This is an optimization exercise on Yosys and OpenROAD, whose aim is small area and a short achievable clock period, not a production implementation.
Function was checked by simulation only, so behaviour that the tests miss may differ from the original.
Power is estimated from default activity; no workload was simulated.

--- constraint.sdc ---
create_clock -name core_clock -period 7.0 [get_ports {clk}]
set_input_delay 1.4000 -clock core_clock [delete_from_list [all_inputs] [get_ports {clk}]]
set_output_delay 1.4000 -clock core_clock [all_outputs]
set_load 0.01 [all_outputs]
--- config.mk ---
export PLATFORM = sky130hd
export DESIGN_NAME = fdc_read
export DESIGN_NICKNAME = fdc_read
export VERILOG_FILES = /design/flow/design.v
export SDC_FILE = /design/flow/constraint.sdc
export NUM_CORES = 4
export LEC_CHECK = 0
export CAP_MARGIN = 20
export CORE_MARGIN = 2
export CORE_UTILIZATION = 60
export CTS_BUF_LIST = sky130_fd_sc_hd__clkbuf_8
export SETUP_SLACK_MARGIN = 4.4
export SLEW_MARGIN = 20
--- standard.sh ---
#!/bin/bash
# synth_recipe.tcl (not shown) runs the flow's synth.tcl, then flattens the netlist and writes it again
# the make line also repeats each setting of config.mk as NAME=value (left out here)
make -C /OpenROAD-flow-scripts/flow DESIGN_CONFIG=/design/flow/config.mk WORK_HOME=/design/flow/orfs CLKGATE_MAP_FILE= SYNTH_SCRIPT=/design/flow/synth_recipe.tcl "${@:-finish}"
--- design.v ---
module fdc_read (
    input  wire        clk,
    input  wire        rst,
    input  wire        drive_active,
    input  wire        flux,
    input  wire        wr_en,
    input  wire [2:0]  wr_port,
    input  wire [15:0] wr_data,
    input  wire        rd_en,
    output wire [15:0] status,
    output reg         mem_we,
    output wire [31:0] mem_addr,
    output wire [15:0] mem_wdata,
    output reg         irq_sync,
    output reg         irq_done
);
    localparam [1:0] S_IDLE = 2'd0, S_WAIT = 2'd1, S_BYTE0 = 2'd2, S_BYTE1 = 2'd3;
    localparam [1:0] F_NONE = 2'd0, F_SAME = 2'd1, F_M1 = 2'd2;
    localparam [1:0] H_NONE = 2'd0, H_HI = 2'd1, H_LO = 2'd2, H_ZERO = 2'd3;
    reg running;
    reg run_st;     
    reg [10:0] counter;   
    reg        ended_r;   
    reg [4:0]  inc5;      
    reg [1:0]  hist;
    reg [2:0]  pcnt;      
    reg [1:0]  fcls;      
    reg        dir;       
    reg        lat_v;
    reg [2:0]  lat_c;
    reg [15:0] shift;
    reg [2:0]  bcnt;
    reg        st_sync, st_ready;
    reg [7:0]  st_data;
    reg [15:0] len;       
    reg [15:0] pend;      
    reg        pz;
    reg [15:0] sync_r;
    reg        ctl10;
    reg        dmaen;     
    reg [1:0]  state;
    reg [7:0]  hi;
    reg [31:0] A;
    reg        F;
    reg [15:0] B;
    reg [1:0]  H;
    wire start = drive_active && !running;
    wire [5:0] c_hi = counter[10:5];
    wire [5:0] r1   = {1'b0, counter[4:0]} + {1'b0, inc5};        
    wire [6:0] r2   = {2'b0, counter[4:0]} + {1'b0, inc5, 1'b0};  
    wire [5:0] l2   = {1'b0, counter[4:0]} + 6'd2;
    wire [10:0] s_fast = {c_hi + 6'd8 + {5'd0, l2[5]}, l2[4:0]};    
    wire [10:0] s_slow = {c_hi + 6'd1 + {5'd0, l2[5]}, l2[4:0]};    
    wire [10:0] s_inc  = {c_hi + 6'd4 + {5'd0, r1[5]}, r1[4:0]};    
    wire [10:0] cnext  = pnz ? (dir ? s_slow : s_fast) : s_inc;
    wire       ended = ended_r;
    wire       v     = lat_v | flux;                   
    wire [2:0] cT    = lat_v ? lat_c : counter[10:8];  
    wire pnz  = pcnt != 3'd0;
    wire pgt1 = pcnt[2] | pcnt[1];
    wire fact = (fcls == F_SAME && pnz) || (fcls == F_M1 && pgt1);
    wire f_up = fact && !dir && inc5 != 5'd31;
    wire f_dn = fact &&  dir && inc5 != 5'd6;
    wire [4:0] inc_up = (inc5 == 5'd31) ? inc5 : inc5 + 5'd1;
    wire [4:0] inc_dn = (inc5 == 5'd6)  ? inc5 : inc5 - 5'd1;
    wire [4:0] inc5_n = fact ? (dir ? inc_dn : inc_up) : inc5;
    wire [2:0] pcnt_dec = pnz ? pcnt - 3'd1 : 3'd0;
    wire [1:0] qT      = cT[2] ? cT[1:0] : ~cT[1:0];
    wire [2:0] pcnt_T  = {1'b0, qT} + 3'd1;
    wire [1:0] fcls_T  = ((hist == 2'd0 && !cT[2]) || (hist == 2'd3 && cT[2])) ? F_SAME :
                         (hist == 2'd1 || hist == 2'd2) ? F_M1 : F_NONE;
    function ge_split(input [5:0] ch, input [6:0] r, input [10:0] t);
        begin
            ge_split = (ch > t[10:5]) ||
                       (ch == t[10:5]         && r >= {2'b00, t[4:0]}) ||
                       (ch == t[10:5] - 6'd1  && r >= {2'b00, t[4:0]} + 7'd32) ||
                       (ch == t[10:5] - 6'd2  && r >= {2'b00, t[4:0]} + 7'd64) ||
                       (ch == t[10:5] - 6'd3  && r >= {2'b00, t[4:0]} + 7'd96);
        end
    endfunction
    wire fup = (fcls == F_SAME) && !dir && inc5 != 5'd31;
    wire fdn = (fcls == F_SAME) &&  dir && inc5 != 5'd6;
    wire [6:0] r1x = {1'b0, r1};
    reg  end_pre;
    always @* begin
        if (pgt1)          end_pre = dir ? (counter >= 11'd1980) : (counter >= 11'd1532);
        else if (pcnt[0])  end_pre = dir ? (fdn ? ge_split(c_hi, r1x, 11'd1887) : ge_split(c_hi, r1x, 11'd1886))
                                         : (fup ? ge_split(c_hi, r1x, 11'd1661) : ge_split(c_hi, r1x, 11'd1662));
        else               end_pre = ge_split(c_hi, r2, 11'd1792);
    end
    wire ended_n = !ended && end_pre;
    wire bv     = running & ended;
    wire hi_eq  = (shift[14:0] == sync_r[15:1]);
    wire m1     = hi_eq &  sync_r[0];
    wire m0     = hi_eq & ~sync_r[0];
    wire match  = v ? m1 : m0;
    wire c8     = (bcnt == 3'd7);
    wire bv8    = bv & c8;
    wire sw     = bv & ctl10 & (state == S_WAIT);
    wire sps1   = sw & m1 & (c8 | !st_sync);
    wire sps0   = sw & m0 & (c8 | !st_sync);
    wire sp_match = bv & match & (c8 | !st_sync);
    wire sps    = v ? sps1 : sps0;
    wire spb    = bv8 & ~(v ? sps1 : sps0);
    wire [7:0] byte_v = {shift[6:0], v};
    wire wd   = bv & c8 & (state == S_BYTE1);    
    wire [13:0] len_dec = len[13:0] - 14'd1;
    wire xfer = wd & (len_dec == 14'd0);
    reg  [1:0] state_s;
    always @* begin
        state_s = state;
        if (sps) state_s = S_BYTE0;
        else if (spb) begin
            if (state == S_BYTE0) state_s = S_BYTE1;
            else if (state == S_BYTE1) state_s = xfer ? S_IDLE : S_BYTE0;
        end
    end
    wire [15:0] len_s = wd ? {len[15:14], len_dec} : len;
    wire wr_len  = wr_en && wr_port == 3'd0;
    wire wr_sync = wr_en && wr_port == 3'd1;
    wire wr_ctl  = wr_en && wr_port == 3'd2;
    wire wr_den  = wr_en && wr_port == 3'd3;
    wire wr_ph   = wr_en && wr_port == 3'd5;
    wire wr_pl   = wr_en && wr_port == 3'd6;
    wire port_ok = wr_en && wr_port != 3'd4 && wr_port != 3'd7;
    wire len_eq  = !pz && wr_data == pend;
    wire len_acc = wr_len && (!wr_data[15] || len_eq);
    wire [15:0] len_w  = len_acc ? wr_data : len_s;
    wire ctl_w   = wr_ctl ? wr_data[10] : ctl10;
    wire den_w   = wr_den ? (wr_data[9] & wr_data[4]) : dmaen;
    wire lens_nz = wd ? (len[13:0] != 14'd1) : (len[13:0] != 14'd0);
    wire en_s    = len[15] && dmaen && lens_nz;
    reg  enabled;
    always @* begin
        case (wr_port)
            3'd0:    enabled = wr_data[15] && (len_eq ? (dmaen && wr_data[13:0] != 14'd0) : en_s);
            3'd3:    enabled = len[15] && wr_data[9] && wr_data[4] && lens_nz;
            default: enabled = en_s;
        endcase
    end
    reg  [1:0] state_w;
    always @* begin
        state_w = state_s;
        if (port_ok) begin
            if (enabled) begin
                if (state_s == S_IDLE) state_w = ctl_w ? S_WAIT : S_BYTE0;
            end else
                state_w = S_IDLE;
        end
    end
    wire [31:0] Ainc = A + {30'd0, F, 1'b0};
    wire [31:0] L    = {H == H_HI ? B : H == H_ZERO ? 16'd0 : Ainc[31:16],
                        H == H_LO ? B : H == H_ZERO ? 16'd0 : Ainc[15:0]};
    always @(posedge clk) begin
        running <= drive_active;
        run_st  <= drive_active && !rst;    
        B <= wr_data;
        A <= L;         
        if (rst) begin
            counter <= 11'd0; ended_r <= 1'b0; inc5 <= 5'd18; hist <= 2'd0;
            pcnt <= 3'd0; lat_v <= 1'b0;
            shift <= 16'd0; bcnt <= 3'd0; st_sync <= 1'b0; st_ready <= 1'b0; st_data <= 8'd0;
            len <= 16'd0; pz <= 1'b1; sync_r <= 16'd0; ctl10 <= 1'b0; dmaen <= 1'b0;
            state <= S_IDLE;
            F <= 1'b0; H <= H_ZERO;
            mem_we <= 1'b0; irq_sync <= 1'b0; irq_done <= 1'b0;
        end else begin
            if (start) begin
                counter <= 11'd0; ended_r <= 1'b0; inc5 <= 5'd18; hist <= 2'd0;
                pcnt <= 3'd0; lat_v <= 1'b0;
            end else if (running) begin
                counter <= cnext;
                ended_r <= ended_n;
                inc5   <= inc5_n;
                if (ended) begin
                    lat_v <= 1'b0;
                    if (v) begin
                        pcnt <= pcnt_T; fcls <= fcls_T; dir <= cT[2];
                        hist <= {cT[2], hist[1]};
                    end else begin
                        pcnt <= 3'd0;
                    end
                end else begin
                    lat_v <= v;
                    lat_c <= cT;
                    pcnt  <= pcnt_dec;
                end
            end
            if (start) begin
                shift <= 16'd0; bcnt <= 3'd0;
            end else if (bv) begin
                shift <= {shift[14:0], v};
                bcnt  <= (sps || c8) ? 3'd0 : bcnt + 3'd1;
                if (c8 || (st_sync ? !match : match))
                    st_sync <= match;
            end
            if (spb) begin
                st_data  <= byte_v;
                st_ready <= 1'b1;
            end else if (rd_en && running)
                st_ready <= 1'b0;
            if (bv && c8 && state == S_BYTE0)
                hi <= byte_v;
            len   <= len_w;
            if (wr_len) begin pend <= wr_data; pz <= 1'b0; end
            if (wr_sync) sync_r <= wr_data;
            ctl10 <= ctl_w;
            dmaen <= den_w;
            state <= state_w;
            F <= wd;
            H <= wr_ph ? H_HI : wr_pl ? H_LO : H_NONE;
            mem_we   <= wd;
            irq_sync <= sp_match;
            irq_done <= xfer;
        end
    end
    assign mem_addr  = A;
    assign mem_wdata = {hi, st_data};
    assign status = run_st ? {st_ready, state != S_IDLE, 1'b0, st_sync, 4'd0, st_data} : 16'd0;
endmodule
--- flow/run.sh ---
#!/bin/bash
# Standard ORFS layout (the standard.sh), with the port buffers made of
# sky130_fd_sc_hd__buf_1 instead of the resizer's default choice.
set -euo pipefail
export BUFFER_PORTS_ARGS="-buffer_cell sky130_fd_sc_hd__buf_1"
bash standard.sh finish > standard_flow.log 2>&1
==> out/summary.txt, run 1 <==
Total GRT Usage: 27.0%
top-area cell type share of the netlist area: 32.8%
max-cap violations: 0
Layout Skew: 9.60 ps
drt first pass iters: 5
die area: 0.0153 mm²
Critical Path, Cell by Cell: buf_1 > xor2_1 > nor3_1 > nand3_1 > or3_1 > a31oi_2 > and4b_1
io pins: 92
synth warn: 1
Clock Tree Buf Depth: 2
# rows: 43
Total Wirelength: 20,100 µm
gpl congestion: 0.883
Area Growth Syn to Fin: 13.0%
initial antenna violation count: 0
synthesized flop and latch total: 172
Slew Limit Fails: 0
Initial Util: 61.7%
Fmax: 0.376 GHz
Final Hold Viols: 0
Num CTS Buffers: 17
most frequent cells after synthesis: 141 x dfxtp_1, 138 x nand2_1, 64 x xor2_1, 58 x a21oi_1, 55 x nor2_1
Detailed Place HPWL: 14,300 µm
DR vias: 7,069
largest fanout on the critical path: 6
Vias per Instance: 5.75
total congestion overflow: 0
die width: 124 µm
ys flop type: dfxtp_1
dominant cell type by area after synthesis: dfxtp_1
CTS sink cnt: 172
first-pass GRT wire length: 31,900 µm
Die Ht: 124 µm
Distinct cells, synth: 63
Crit. End Element: register
Synth area leaders: dfxtp_1 33%, edfxtp_1 11%, xor2_1 6.5%, nand2_1 6.0%, ha_1 4.9%
CTS clock-pin slew for the worst setup and hold paths: 90 ps
Pleak: 3.62 nW
CP peak stage delay: 390 ps
final worst setup slack: 4340 ps
CTS tree: built
critical path data required time: 7390 ps
initial DRC count: 526
setup violators final: 0
critical path arrival: 3040 ps
Port Buf Inserts: 86
min Tclk post-route: 2660 ps
CP max-delay cell: or3_1
Post-synth ARST share: 0%
DRC: 0
vias in the first global route: 6,259
EDFF count, synth: 31
Cell Area, Synth: 0.00860 mm²
Post-DRT Antenna Nets: 0
TNS Setup: 0 ps
layout cells sized above 1: 11.8%
clk root buf: clkbuf_8
Slew @ Worst Pin: 737 ps
critical path startpoint category: input port
crit path kind: input port to register
PwrDens: 203 mW/mm²
Mapped Cells: 964
# diodes: 0
relative slew slack: 50.4%
status: no timing/DRC/antenna violations
most common cell in the synthesized netlist: dfxtp_1
Hold Path Class: register to register
Seq/Total Area, Yosys: 43.7%
dpl ws: 3600 ps
number of nets in the layout: 1,098
Peak VDD IR: 0.130 mV
RSZ-0062 raised after global routing: yes
largest net degree at the start of global routing: 65
period utilization: 38.0%
Worst-Skew Late Latency: 450 ps
Syn Area/Cell: 8.92 µm²
H-tree Lvls: 4
core region area: 0.0139 mm²
WL/cell: 16.4 µm
[area by class of cell]
cell class / instances / area (µm²)
clock buffer: 18 / 248
clock inverter: 14 / 169
multi-input combinational: 717 / 4710
sequential: 172 / 3770
fill: 1169 / 4220
inverter: 30 / 115
timing repair buffer: 98 / 479
tap: 180 / 225
[per-layer routing]
layer | global-route usage [%] | up-vias | share of wire, %
met1 | 39.2 | 3356 | 48
met2 | 40.9 | 171 | 45
met4 | 8.81 | 0 | 1.5
met3 | 4.40 | 26 | 5.1
met5 | 0 | - | 0
li1 | - | 3516 | -
[logic make-up (layout without fill, tap and decap cells)]
family	Yosys count	in the layout	share of synthesized area, %
and+or+nand+nor	385	385	22.1
AOI/OAI and AO/OA	180	180	13.2
DFF	172	172	43.7
xor gates and xnor gates	91	91	9.27
buffers and inverters	79	160	3.87
adders and majority gates	37	37	5.65
muxes	19	19	2.26
other	1	5	0.0436
[power breakdown]
group,switching [mW],total [mW],internal (mW),leakage [nW]
registers,0.0415,1.08,1.04,1.44
logic,0.0997,0.167,0.0676,1.97
clock network,0.365,0.729,0.364,0.210
[state kept, by name, summed over array words and instances (netlist names), 2 cells and up]
name,count
A,32
B,16
pend,16
sync_r,16
len,15
shift,15
counter,11
hi,8
st_data,8
inc5,5
bcnt,3
lat_c,3
pcnt,3
H,2
fcls,2
hist,2
state,2
[per-stage QoR]
step | util, % | total power [mW] | instance area [µm²] | std cells | hold slack [ps]
floorplan | - | 1.20 | 8730 | 968 | 417
global placement | 64.8 | 1.25 | 9030 | 1189 | 436
detailed placement | 64.8 | 1.26 | 9030 | 1190 | 444
CTS | 68.8 | 1.98 | 9580 | 1225 | 464
global route | 69.7 | 2.05 | 9720 | 1229 | 485
finish | 69.7 | 1.98 | 9720 | 1229 | 464
[cell usage in the layout, fill, tap and decap left out, types with 4 or more instances in the layout]
cell type,n
xnor2_1,25
and3_1,10
or3_1,4
a21o_1,6
edfxtp_1,31
or2_2,4
buf_1,65
dfxtp_1,132
nand3_1,34
clkbuf_2,8
buf_2,8
xor2_1,64
nand2b_1,16
o21ai_0,49
nand3b_1,4
o31a_1,4
inv_1,28
ha_1,27
and2_1,14
nor2_1,51
ha_2,4
a21oi_1,57
buf_4,13
dfxtp_2,7
nor3_1,33
nand2_1,135
nor2b_1,14
conb_1,5
a211oi_1,19
mux2i_1,16
nor4_1,14
clkbuf_8,18
o211ai_1,6
nand4_1,22
[worst max-delay path, delay by kind of cell]
family                    cells  cell delay [ps]
and+or+nand+nor               4             1040
AOI/OAI and AO/OA             1              210
xor gates and xnor gates      1              120
buffers and inverters         1              270
[timing repair]
item,4_1_cts,5_1_grt
endpoints found under the setup margin,29,50
hold buffers,0,0
pin swaps,11,2
buffers inserted,3,4
resized for setup,45,33
[worst paths after layout]
kind	from	to	slack, ps	depth (start not counted)
min	st_ready$_SDFFE_PP0P_	st_ready$_SDFFE_PP0P_	460	2
max	wr_data[5]	state[0]$_SDFF_PP0_	4340	7
min reg2reg	st_ready$_SDFFE_PP0P_	st_ready$_SDFFE_PP0P_	460	2
max reg2reg	inc5[0]$_SDFFE_PP0P_	ended_r$_SDFFE_PP0P_	4490	9
==> inputs of run 2 (changes only) <==
--- a/config.mk
+++ b/config.mk
@@ -9,5 +9,5 @@
 export CORE_MARGIN = 2
 export CORE_UTILIZATION = 60
 export CTS_BUF_LIST = sky130_fd_sc_hd__clkbuf_8
-export SETUP_SLACK_MARGIN = 4.4
+export SETUP_SLACK_MARGIN = 4.7
 export SLEW_MARGIN = 20
==> run 2 against run 1 <==
Against the previous run: core utilization increased by 12 points; synthesized cell count stayed put; synthesized area stayed put; combinational power grew 62%.
==> out/summary.txt, run 2 <==
status: no timing/DRC/antenna violations
crit path kind: register to output port
Synth area leaders: dfxtp_1 33%, edfxtp_1 11%, xor2_1 6.5%, nand2_1 6.0%, ha_1 4.9%
Initial Util: 61.7%
Power Internal: 1.44 mW
Slew Limit Fails: 0
Clk pwr share: 34.1%
Final Hold Viols: 0
CTS tree: built
CTS hold repair buffers: 0
Distinct cells, synth: 63
Die Ht: 124 µm
Peak VDD IR: 0.140 mV
Syn Area/Cell: 8.92 µm²
Crit. End Element: output port
commonest non-fill, non-tap cell in the layout: nand2_1
min Tclk post-route: 2700 ps
die width: 124 µm
Switch Pwr: 0.605 mW
most common cell in the synthesized netlist: dfxtp_1
drt first pass iters: 7
synthesized flop and latch total: 172
period utilization: 38.6%
DR vias: 7,788
Layout Skew: 21.6 ps
CTS sink cnt: 172
Post-DRT Antenna Nets: 0
clk root buf: clkbuf_8
max reg flops: 32
PwrDens: 178 mW/mm²
switch share: 29.7%
Area Growth Syn to Fin: 33.3%
Pleak: 4.45 nW
final worst setup slack: 4300 ps
max-cap violations: 0
filler cell count: 850
Comb pwr share: 13.2%
dominant cell type by area after synthesis: dfxtp_1
H-tree Lvls: 4
Total Wirelength: 25,300 µm
Detailed Place HPWL: 14,600 µm
io pins: 92
largest fanout on the critical path: 3
gpl congestion: 0.886
Clock Tree Buf Depth: 2
Cell Area, Synth: 0.00860 mm²
Vias per Instance: 5.98
Total GRT Usage: 31.9%
die area: 0.0153 mm²
Slew @ Worst Pin: 884 ps
Hold Path Class: register to register
commonest cells after routing, fill and taps aside: 132 x nand2_1, 85 x dfxtp_1, 69 x buf_4, 67 x buf_6, 60 x xor2_1
Mapped Cells: 964
EDFF count, synth: 31
setup violators final: 0
initial DRC count: 721
total congestion overflow: 0
Top reg by flops: A
TNS Setup: 0 ps
# rows: 43
Post-synth ARST share: 0%
critical path data required time: 5600 ps
initial antenna violation count: 1
first-pass GRT wire length: 37,300 µm
largest net degree at the start of global routing: 33
critical path arrival: 1300 ps
Worst-Skew Late Latency: 490 ps
Flop pwr share: 52.7%
number of nets in the layout: 1,171
vias in the first global route: 7,124
core region area: 0.0139 mm²
relative slew slack: 40.6%
Port Buf Inserts: 86
top-area cell type share of the netlist area: 32.8%
critical path startpoint category: register
dpl ws: 3610 ps
WL/cell: 19.4 µm
Fmax: 0.370 GHz
layout cells sized above 1: 33.5%
DRC: 0
CTS clock-pin slew for the worst setup and hold paths: 100 ps
most frequent cells after synthesis: 141 x dfxtp_1, 138 x nand2_1, 64 x xor2_1, 58 x a21oi_1, 55 x nor2_1
synth warn: 1
ys flop type: dfxtp_1
RSZ-0062 raised after global routing: yes
Num CTS Buffers: 17
Seq/Total Area, Yosys: 43.7%
# diodes: 0
-- run 2: changes by cell type in the layout (fill, tap and decap cells not counted), moves of 14 or more --
cell and change:
nor3_1 -16, dfxtp_4 +14, buf_4 +56, buf_1 -60, dfxtp_1 -47, dfxtp_2 +33
buf_6 +65
-- run 2: path summary, 6_finish.rpt --
| path | startpoint | to | slack, ps | depth (start not counted) |
|---|---|---|---|---|
| setup / recovery | state[0]$_SDFF_PP0_ | status[14] | 4300 | 4 |
| hold / removal | shift[14]$_SDFFE_PP0P_ | shift[14]$_SDFFE_PP0P_ | 470 | 2 |
| setup reg to reg | bcnt[0]$_SDFFE_PP0P_ | state[1]$_SDFF_PP0_ | 4570 | 8 |
| hold reg to reg | shift[14]$_SDFFE_PP0P_ | shift[14]$_SDFFE_PP0P_ | 470 | 2 |
-- run 2: cell type report --
class                           instances  area (µm²)  area share [%]
Inverter                               30         113           0.983
Sequential cell                       172        3860            33.7
Tap cell                              180         225            1.97
Multi-Input combinational cell        719        5270            46.0
Timing Repair Buffer                  169        1600            13.9
Clock inverter                         15         150            1.31
Clock buffer                           17         234            2.04
-- run 2: power by group through the flow --
stage / clock [mW] / sequential (mW) / combinational, mW
floorplan: 0 / 1.09 / 0.114
global placement: 0 / 1.10 / 0.155
detailed placement: 0 / 1.10 / 0.158
CTS: 0.690 / 1.07 / 0.241
global route: 0.733 / 1.08 / 0.289
finish: 0.695 / 1.08 / 0.270
-- run 2: per-stage QoR --
| step | area, µm² | total power [mW] | hold slack, ps | std cells | utilization (%) |
|---|---|---|---|---|---|
| global placement | 9130 | 1.26 | 434 | 1188 | 65.5 |
| global route | 11500 | 2.10 | 489 | 1302 | 82.2 |
| floorplan | 8890 | 1.21 | 417 | 968 | - |
| CTS | 10800 | 2.00 | 469 | 1283 | 77.8 |
| finish | 11500 | 2.04 | 471 | 1302 | 82.2 |
| detailed placement | 9130 | 1.26 | 447 | 1188 | 65.5 |
-- run 2: worst max-delay path: stages, from the launching register on --
cell and delay (ps):
dfxtp_2 370, inv_2 60, ha_4 150, nor2b_2 110, buf_2 130
-- run 2: routing by layer --
metal	global-route usage, %	up-vias	wire [µm]
met5	0	-	13
met3	6.32	52	1850
li1	-	3677	-
met1	44.9	3773	10800
met2	49.2	284	12100
met4	10.9	2	555
-- run 2: kinds of logic after synthesis --
| kind of cell | share of synthesized area, % |
|---|---|
| AOI/OAI and AO/OA | 13.2 |
| and+or+nand+nor | 22.1 |
| DFF | 43.7 |
| buffers and inverters | 3.87 |
| other | 0.0436 |
| xor gates and xnor gates | 9.27 |
| muxes | 2.26 |
| adders and majority gates | 5.65 |
-- run 2: what timing repair did --
| item | 4_1_cts | 5_1_grt |
|---|---|---|
| gates cloned | 4 | 0 |
| pin swaps | 48 | 22 |
| setup buffers | 59 | 19 |
| resized for setup | 254 | 106 |
| endpoints found under the setup margin | 151 | 139 |
==> inputs of run 3 (changes only) <==
==> flow/run.sh (replaced) <==
#!/bin/bash
# Standard ORFS layout (the standard.sh) with two changes:
#  - port buffers are sky130_fd_sc_hd__buf_2 instead of the resizer's default
#    choice (a delay cell);
#  - clock tree synthesis without dummy loads.
set -euo pipefail
export BUFFER_PORTS_ARGS="-buffer_cell sky130_fd_sc_hd__buf_2"
export CTS_ARGS="-sink_clustering_enable -repair_clock_nets -buf_list sky130_fd_sc_hd__clkbuf_8 -dont_use_dummy_load"
bash standard.sh finish > standard_flow.log 2>&1
--- a/config.mk
+++ b/config.mk
@@ -8,6 +8,5 @@
 export CAP_MARGIN = 20
 export CORE_MARGIN = 2
 export CORE_UTILIZATION = 60
-export CTS_BUF_LIST = sky130_fd_sc_hd__clkbuf_8
-export SETUP_SLACK_MARGIN = 4.7
+export SETUP_SLACK_MARGIN = 4.4
 export SLEW_MARGIN = 20
==> run 3 against run 2 <==
Against the previous run: power is 13% lower; non-clock buffer count is 69 lower; sequential share of layout area is 4.9 points higher; still clean on timing, DRC and antenna; via count is 7.0% lower; maximum frequency is 2.2% higher; die area stayed put; sequential power hardly changed; worst hold slack worse by 11 ps; cell count is 6.5% lower; combinational power is 33% lower; highest routed layer is now met4.
==> out/summary.txt, run 3 <==
H-tree Lvls: 4
Total Wirelength: 21,300 µm
Post-Synth Simple-Gate Area: 22.1%
CTS tree: built
Die Ht: 124 µm
CTS sink cnt: 172
RSZ-0062 raised after global routing: yes
initial DRC count: 492
first-pass GRT wire length: 33,500 µm
min Tclk post-route: 2640 ps
Fmax: 0.378 GHz
vias in the first global route: 6,781
gpl congestion: 0.884
clk root buf: clkbuf_8
DR vias: 7,244
Port Buf Inserts: 86
total congestion overflow: 0
die area: 0.0153 mm²
flop2flop setup slack: 4440 ps
top-area cell type share of the netlist area: 32.8%
end of the worst hold path: A[17]$_DFF_P_
Hold Path Depth: 2
CTS hold repair buffers: 0
Synth area leaders: dfxtp_1 33%, edfxtp_1 11%, xor2_1 6.5%, nand2_1 6.0%, ha_1 4.9%
Vias per Instance: 5.95
compound-gate portion of the synthesized area: 13.2%
# rows: 43
Worst Reg2Reg Path Length in Cells: 9
Hold Path Class: register to register
TNS Setup: 0 ps
FF+latch area: 0.00377 mm²
Post-synth ARST share: 0%
Initial Util: 61.7%
ys flop type: dfxtp_1
Seq/Total Area, Yosys: 43.7%
Syn Area/Cell: 8.92 µm²
Total GRT Usage: 28.2%
CTS clock-pin slew for the worst setup and hold paths: 70 ps
Peak VDD IR: 0.107 mV
critical path data required time: 5600 ps
mux contribution to synthesized area: 2.26%
drt first pass iters: 5
synthesized flop and latch total: 172
Post-DP Area: 0.00912 mm²
setup violators final: 0
layout cells sized above 1: 18.4%
status: no timing/DRC/antenna violations
number of nets in the layout: 1,101
synth warn: 1
Synth Area in XOR/XNOR: 9.27%
max-cap violations: 0
Detailed Place HPWL: 15,000 µm
max reg flops: 32
Post-Synth Adder-Cell Area: 5.65%
critical path startpoint category: register
Num CTS Buffers: 17
Post-DRT Antenna Nets: 0
Mapped Cells: 964
period utilization: 37.8%
PwrDens: 182 mW/mm²
DRC: 0
Top reg by flops: A
critical path arrival: 1240 ps
grt met1 use: 37.7%
area of the multi-input gates: 0.00480 mm²
Clock Tree Buf Depth: 2
met3 GRT Util: 4.62%
filler cell count: 1,113
Cell Area, Synth: 0.00860 mm²
io pins: 92
EDFF count, synth: 31
Distinct cells, synth: 63
GRT Max-Usage Layer: met2
WL/cell: 17.5 µm
main combinational cell family by area after synthesis: simple AND/OR/NAND/NOR gates
Slew @ Worst Pin: 879 ps
Final Instance Area: 0.00977 mm²
Reg-to-Reg End: ended_r$_SDFFE_PP0P_
Worst-Skew Late Latency: 450 ps
Layout Skew: 20.5 ps
core region area: 0.0139 mm²
Crit. End Element: output port
M2 GR Usage: 46.5%
dpl ws: 3740 ps
die width: 124 µm
largest net degree at the start of global routing: 65
largest fanout on the critical path: 2
final worst setup slack: 4360 ps
crit path kind: register to output port
most common cell in the synthesized netlist: dfxtp_1
RR Startpoint: inc5[0]$_SDFFE_PP0P_
# diodes: 0
commonest cells after routing, fill and taps aside: 136 x nand2_1, 130 x dfxtp_1, 75 x buf_2, 61 x xor2_1, 57 x a21oi_1
most frequent cells after synthesis: 141 x dfxtp_1, 138 x nand2_1, 64 x xor2_1, 58 x a21oi_1, 55 x nor2_1
hold_sp: B[1]$_DFF_P_
commonest non-fill, non-tap cell in the layout: nand2_1
Slew Limit Fails: 0
dominant cell type by area after synthesis: dfxtp_1
initial antenna violation count: 0
relative slew slack: 41.2%
Core Util, Final: 70.1%
Tot Pwr: 1.77 mW
Pleak: 3.82 nW
Final Hold Viols: 0
Area Growth Syn to Fin: 13.7%
==> run 3: final cells by class <==
class                   instances  area share [%]
clock buffers                  17            2.39
inverters                      30            1.15
multi-input cells             718            49.1
flip-flops and latches        172            38.6
well taps                     180            2.31
repair buffers                100            6.39
==> run 3: worst max path at each step <==
| stage | endpoint | start | cells after the start | slack (ps) |
|---|---|---|---|---|
| floorplan | state[0]$_SDFF_PP0_ | wr_data[15] | 7 | 4150 |
| global placement | pcnt[2]$_SDFFE_PP0P_ | rst | 4 | 3650 |
| detailed placement | ended_r$_SDFFE_PP0P_ | rst | 7 | 3740 |
| CTS | status[14] | state[1]$_SDFF_PP0_ | 4 | 4350 |
| global route | ended_r$_SDFFE_PP0P_ | rst | 6 | 4310 |
| finish | status[14] | state[1]$_SDFF_PP0_ | 4 | 4360 |
==> run 3: cell families after synthesis <==
logic type	count (synthesis)
fa+ha+maj	37
simple gates	385
mux	19
flops	172
buf+inv	79
compound gates	180
other cells	1
xor+xnor	91
==> run 3: power breakdown <==
group / internal (mW) / switching (mW) / total (mW)
combinational: 0.0764 / 0.104 / 0.180
sequential: 1.04 / 0.0410 / 1.08
clock: 0.215 / 0.301 / 0.516
==> run 3: repair_timing <==
action,CTS,global route
gates resized for setup,35,56
endpoints found under the hold margin,0,0
gates cloned,0,1
setup endpoints to repair,42,39
buffers inserted,6,6
pin swaps,9,18
==> run 3: metal layers <==
layer	up-vias	part of all wire, %
met5	-	0
met4	0	1.6
met3	29	3.9
met2	191	49
met1	3518	46
li1	3506	-
==> run 3: metrics by stage <==
step / instances / hold WS, ps
4_1_cts: 1210 / 458
3_3_place_gp: 1187 / 439
5_1_grt: 1217 / 482
3_5_place_dp: 1187 / 441
2_1_floorplan: 968 / 417
6_report: 1217 / 460
==> run 3: worst max-delay path: stages, from the launching register on <==
cell	delay [ps]
dfxtp_2	350
inv_2	50
ha_4	150
nor2b_1	110
buf_2	140
==> inputs of run 4 (changes only) <==
==> flow/run.sh (replaced) <==
#!/bin/bash
# Standard ORFS layout (the standard.sh) with these changes:
#  - port buffers are sky130_fd_sc_hd__buf_2 instead of the resizer's default
#    choice (a delay cell);
#  - clock tree synthesis without dummy loads;
#  - the slow multi-input OR cells are not used (synthesis maps to NOR/NAND
#    forms instead); they are added to the platform's own don't-use list.
set -euo pipefail
export BUFFER_PORTS_ARGS="-buffer_cell sky130_fd_sc_hd__buf_2"
export CTS_ARGS="-sink_clustering_enable -repair_clock_nets -buf_list sky130_fd_sc_hd__clkbuf_8 -dont_use_dummy_load"
platform="sky130_fd_sc_hd__lpflow_bleeder_1 sky130_fd_sc_hd__lpflow_clkbufkapwr_1 sky130_fd_sc_hd__lpflow_clkbufkapwr_16 sky130_fd_sc_hd__lpflow_clkbufkapwr_2 sky130_fd_sc_hd__lpflow_clkbufkapwr_4 sky130_fd_sc_hd__lpflow_clkbufkapwr_8 sky130_fd_sc_hd__lpflow_clkinvkapwr_1 sky130_fd_sc_hd__lpflow_clkinvkapwr_16 sky130_fd_sc_hd__lpflow_clkinvkapwr_2 sky130_fd_sc_hd__lpflow_clkinvkapwr_4 sky130_fd_sc_hd__lpflow_clkinvkapwr_8 sky130_fd_sc_hd__lpflow_decapkapwr_12 sky130_fd_sc_hd__lpflow_decapkapwr_3 sky130_fd_sc_hd__lpflow_decapkapwr_4 sky130_fd_sc_hd__lpflow_decapkapwr_6 sky130_fd_sc_hd__lpflow_decapkapwr_8 sky130_fd_sc_hd__lpflow_inputiso0n_1 sky130_fd_sc_hd__lpflow_inputiso0p_1 sky130_fd_sc_hd__lpflow_inputiso1n_1 sky130_fd_sc_hd__lpflow_inputiso1p_1 sky130_fd_sc_hd__lpflow_inputisolatch_1 sky130_fd_sc_hd__lpflow_isobufsrc_1 sky130_fd_sc_hd__lpflow_isobufsrc_16 sky130_fd_sc_hd__lpflow_isobufsrc_2 sky130_fd_sc_hd__lpflow_isobufsrc_4 sky130_fd_sc_hd__lpflow_isobufsrc_8 sky130_fd_sc_hd__lpflow_isobufsrckapwr_16 sky130_fd_sc_hd__lpflow_lsbuf_lh_hl_isowell_tap_1 sky130_fd_sc_hd__lpflow_lsbuf_lh_hl_isowell_tap_2 sky130_fd_sc_hd__lpflow_lsbuf_lh_hl_isowell_tap_4 sky130_fd_sc_hd__lpflow_lsbuf_lh_isowell_4 sky130_fd_sc_hd__lpflow_lsbuf_lh_isowell_tap_1 sky130_fd_sc_hd__lpflow_lsbuf_lh_isowell_tap_2 sky130_fd_sc_hd__lpflow_lsbuf_lh_isowell_tap_4 sky130_fd_sc_hd__probe_p_8 sky130_fd_sc_hd__probec_p_8 "
slow=""
for c in or3_1 or3_2 or3_4 or3b_1 or3b_2 or3b_4 or4_1 or4_2 or4_4 or4b_1 or4b_2 or4b_4 or4bb_1 or4bb_2 or4bb_4; do
  slow="$slow sky130_fd_sc_hd__$c"
done
bash standard.sh "DONT_USE_CELLS=$platform$slow" finish > standard_flow.log 2>&1
--- a/config.mk
+++ b/config.mk
@@ -7,6 +7,6 @@
 export LEC_CHECK = 0
 export CAP_MARGIN = 20
 export CORE_MARGIN = 2
-export CORE_UTILIZATION = 60
+export CORE_UTILIZATION = 70
 export SETUP_SLACK_MARGIN = 4.4
 export SLEW_MARGIN = 20
==> run 4 against run 3 <==
Against the previous run: critical path depth stayed put; power is 0.80% higher; highest routed layer unchanged; still clean; largest cell class unchanged; flip-flop and latch count stayed put; first-iteration DRC count is 50% higher; cell area is 1.4% higher.
==> out/summary.txt, run 4 <==
Critical Path, Cell by Cell: inv_2 > ha_4 > nor2b_1 > buf_2
DRC: 0
Hold Path Class: register to register
first-pass GRT wire length: 34,200 µm
# rows: 40
Detailed Place HPWL: 14,400 µm
critical path startpoint category: register
initial antenna violation count: 0
Critical path origin: state[0]$_SDFF_PP0_
status: no timing/DRC/antenna violations
Cell Area, Synth: 0.00863 mm²
commonest non-fill, non-tap cell in the layout: nand2_1
TNS Setup: 0 ps
die width: 115 µm
Layout Skew: 30.6 ps
GRT Max-Usage Layer: met2
max reg flops: 32
Comb pwr share: 10.3%
die area: 0.0132 mm²
Seq/Total Area, Yosys: 43.5%
Worst-Skew Late Latency: 470 ps
Port Buf Inserts: 86
dominant cell type by area after synthesis: dfxtp_1
Worst Reg2Reg Path Length in Cells: 13
Peak VDD IR: 0.126 mV
hold_sp: B[9]$_DFF_P_
total congestion overflow: 0
CTS clock-pin slew for the worst setup and hold paths: 100 ps
most frequent cells after synthesis: 142 x nand2_1, 141 x dfxtp_1, 66 x xor2_1, 62 x a21oi_1, 56 x nor2_1
Total Wirelength: 21,600 µm
clk root buf: clkbuf_8
Post-Layout Cell Count: 1,205
Hold Path Depth: 2
synth warn: 1
Top reg by flops: A
critical path data required time: 5600 ps
vias in the first global route: 6,876
Flop pwr share: 60.5%
Pleak: 3.85 nW
Fmax: 0.373 GHz
Crit. End Element: output port
gpl congestion: 0.891
top-area cell type share of the netlist area: 32.7%
Final Hold Viols: 0
Synth area leaders: dfxtp_1 33%, edfxtp_1 11%, xor2_1 6.7%, nand2_1 6.2%, ha_1 4.9%
Clock Tree Buf Depth: 2
Mapped Cells: 975
EDFF count, synth: 31
ys flop type: dfxtp_1
Slew @ Worst Pin: 807 ps
Num CTS Buffers: 17
DR vias: 7,523
setup violators final: 0
Distinct cells, synth: 71
flop2flop setup slack: 4430 ps
Vias per Instance: 6.24
H-tree Lvls: 4
layout cells sized above 1: 20.7%
CP peak stage delay: 370 ps
largest net degree at the start of global routing: 66
crit path kind: register to output port
Initial Util: 71.8%
Power Internal: 1.33 mW
Tot Pwr: 1.79 mW
Switch Pwr: 0.462 mW
Die Ht: 115 µm
M2 GR Usage: 53.1%
RR Startpoint: inc5[1]$_SDFFE_PP1P_
CP max-delay cell: dfxtp_2
CTS tree: built
switch share: 25.8%
Syn Area/Cell: 8.85 µm²
largest fanout on the critical path: 2
period utilization: 38.3%
relative slew slack: 45.7%
# diodes: 0
Total GRT Usage: 32.6%
most common cell in the synthesized netlist: nand2_1
RSZ-0062 raised after global routing: yes
PwrDens: 180 mW/mm²
core region area: 0.0120 mm²
initial DRC count: 737
Area Growth Syn to Fin: 14.9%
Clk pwr share: 29.3%
Post-synth ARST share: 0%
grt met1 use: 44.1%
number of nets in the layout: 1,122
Reg-to-Reg End: counter[9]$_SDFFE_PP0P_
end of the worst hold path: A[25]$_DFF_P_
met3 GRT Util: 5.48%
min Tclk post-route: 2680 ps
Slew Limit Fails: 0
io pins: 92
synthesized flop and latch total: 172
drt first pass iters: 5
CTS sink cnt: 172
critical path arrival: 1280 ps
commonest cells after routing, fill and taps aside: 138 x nand2_1, 130 x dfxtp_1, 78 x buf_2, 64 x xor2_1, 61 x a21oi_1
max-cap violations: 0
WL/cell: 17.9 µm
Post-DRT Antenna Nets: 0
total placed cells including tap cells: 1,162
[run 4: timing repair]
item / CTS / global route
cloned: 1 / 0
buffers inserted: 13 / 12
resized for setup: 36 / 57
pin swaps: 11 / 22
setup endpoints to repair: 55 / 44
hold buffers: 0 / 0
[run 4: how the worst max path moves through the flow]
stage | end | cells past startpoint
after floorplan | len[0]$_SDFFE_PP0P_ | 7
after detailed placement | len[1]$_SDFFE_PP0P_ | 7
after global routing | status[14] | 4
after CTS | status[14] | 4
after global placement | len[1]$_SDFFE_PP0P_ | 7
final | status[14] | 4
[run 4: worst max-delay path: cells and delay by family (launching register included)]
family	cells	cell delay [ps]
and+or+nand+nor	1	90
DFF	1	370
adders and majority gates	1	160
buffers and inverters	2	190
[run 4: cells by family after synthesis]
| family | synth area share (%) |
|---|---|
| other | 0.0435 |
| multiplexers | 2.25 |
| adder cells (fa/ha/maj) | 5.63 |
| buffers and inverters | 3.96 |
| AND/OR/NAND/NOR | 22.1 |
| AO/OA/AOI/OAI | 13.2 |
| XOR/XNOR | 9.24 |
| flip-flops | 43.5 |
[run 4: through the flow]
step	util (%)	hold slack, ps	setup slack (ps)	cell area [µm²]
global placement	76.1	436	3800	9140
global route	82.5	471	4290	9910
detailed placement	76.1	439	3750	9140
CTS	79.8	450	4330	9590
finish	82.5	449	4320	9910
floorplan	-	423	4330	8780
[run 4: cell type report]
cell class                      count  area, µm²
Multi-Input combinational cell    725       4920
Tap cell                          147        184
Fill cell                         787       2100
Sequential cell                   172       3780
Clock buffer                       17        234
Timing Repair Buffer              113        674
Inverter                           31        116
[run 4: power by group through the flow]
stage,registers (mW),logic [mW],clock network [mW]
floorplan,1.09,0.110,0
global placement,1.10,0.159,0
detailed placement,1.10,0.162,0
CTS,1.08,0.171,0.521
global route,1.09,0.200,0.561
finish,1.08,0.184,0.524
[run 4: layer usage]
metal | routed length, µm | vias up
met4 | 583 | 0
met2 | 10300 | 346
li1 | - | 3570
met3 | 1520 | 68
met5 | 0 | -
met1 | 9230 | 3539

[static timing again, ports no longer ideal]
The flow's constraints put no driver on any port. The routed layouts listed below were extracted and timed again, unchanged, in two steps. Step 1, drivers: a clkbuf_16 drives clk and a buf_2 each remaining input, both assumed. Step 2 moves the port delays by t, midway between the first and last clock arrival at a register: inputs arrive t later, outputs are due t later. That takes back most of the time a late clock gives input paths. Slacks: ideal ports / drivers / drivers and shift; pairs: ideal ports / drivers.
run | t (ns) | setup WS [ns] | clock arrival spread, ns
run 1 | 0.488 | 4.342 / 4.332 / 3.863 | 0.010 / 0.010
run 2 | 0.520 | 4.298 / 4.261 / 3.851 | 0.022 / 0.023
run 3 | 0.483 | 4.356 / 4.317 / 3.872 | 0.021 / 0.021
run 4 | 0.491 | 4.316 / 4.278 / 3.939 | 0.037 / 0.037
After both steps every run listed still meets setup and hold. The setup slack of run 3, which loses most, moves by -0.039 ns with the drivers and by -0.484 ns with both steps.
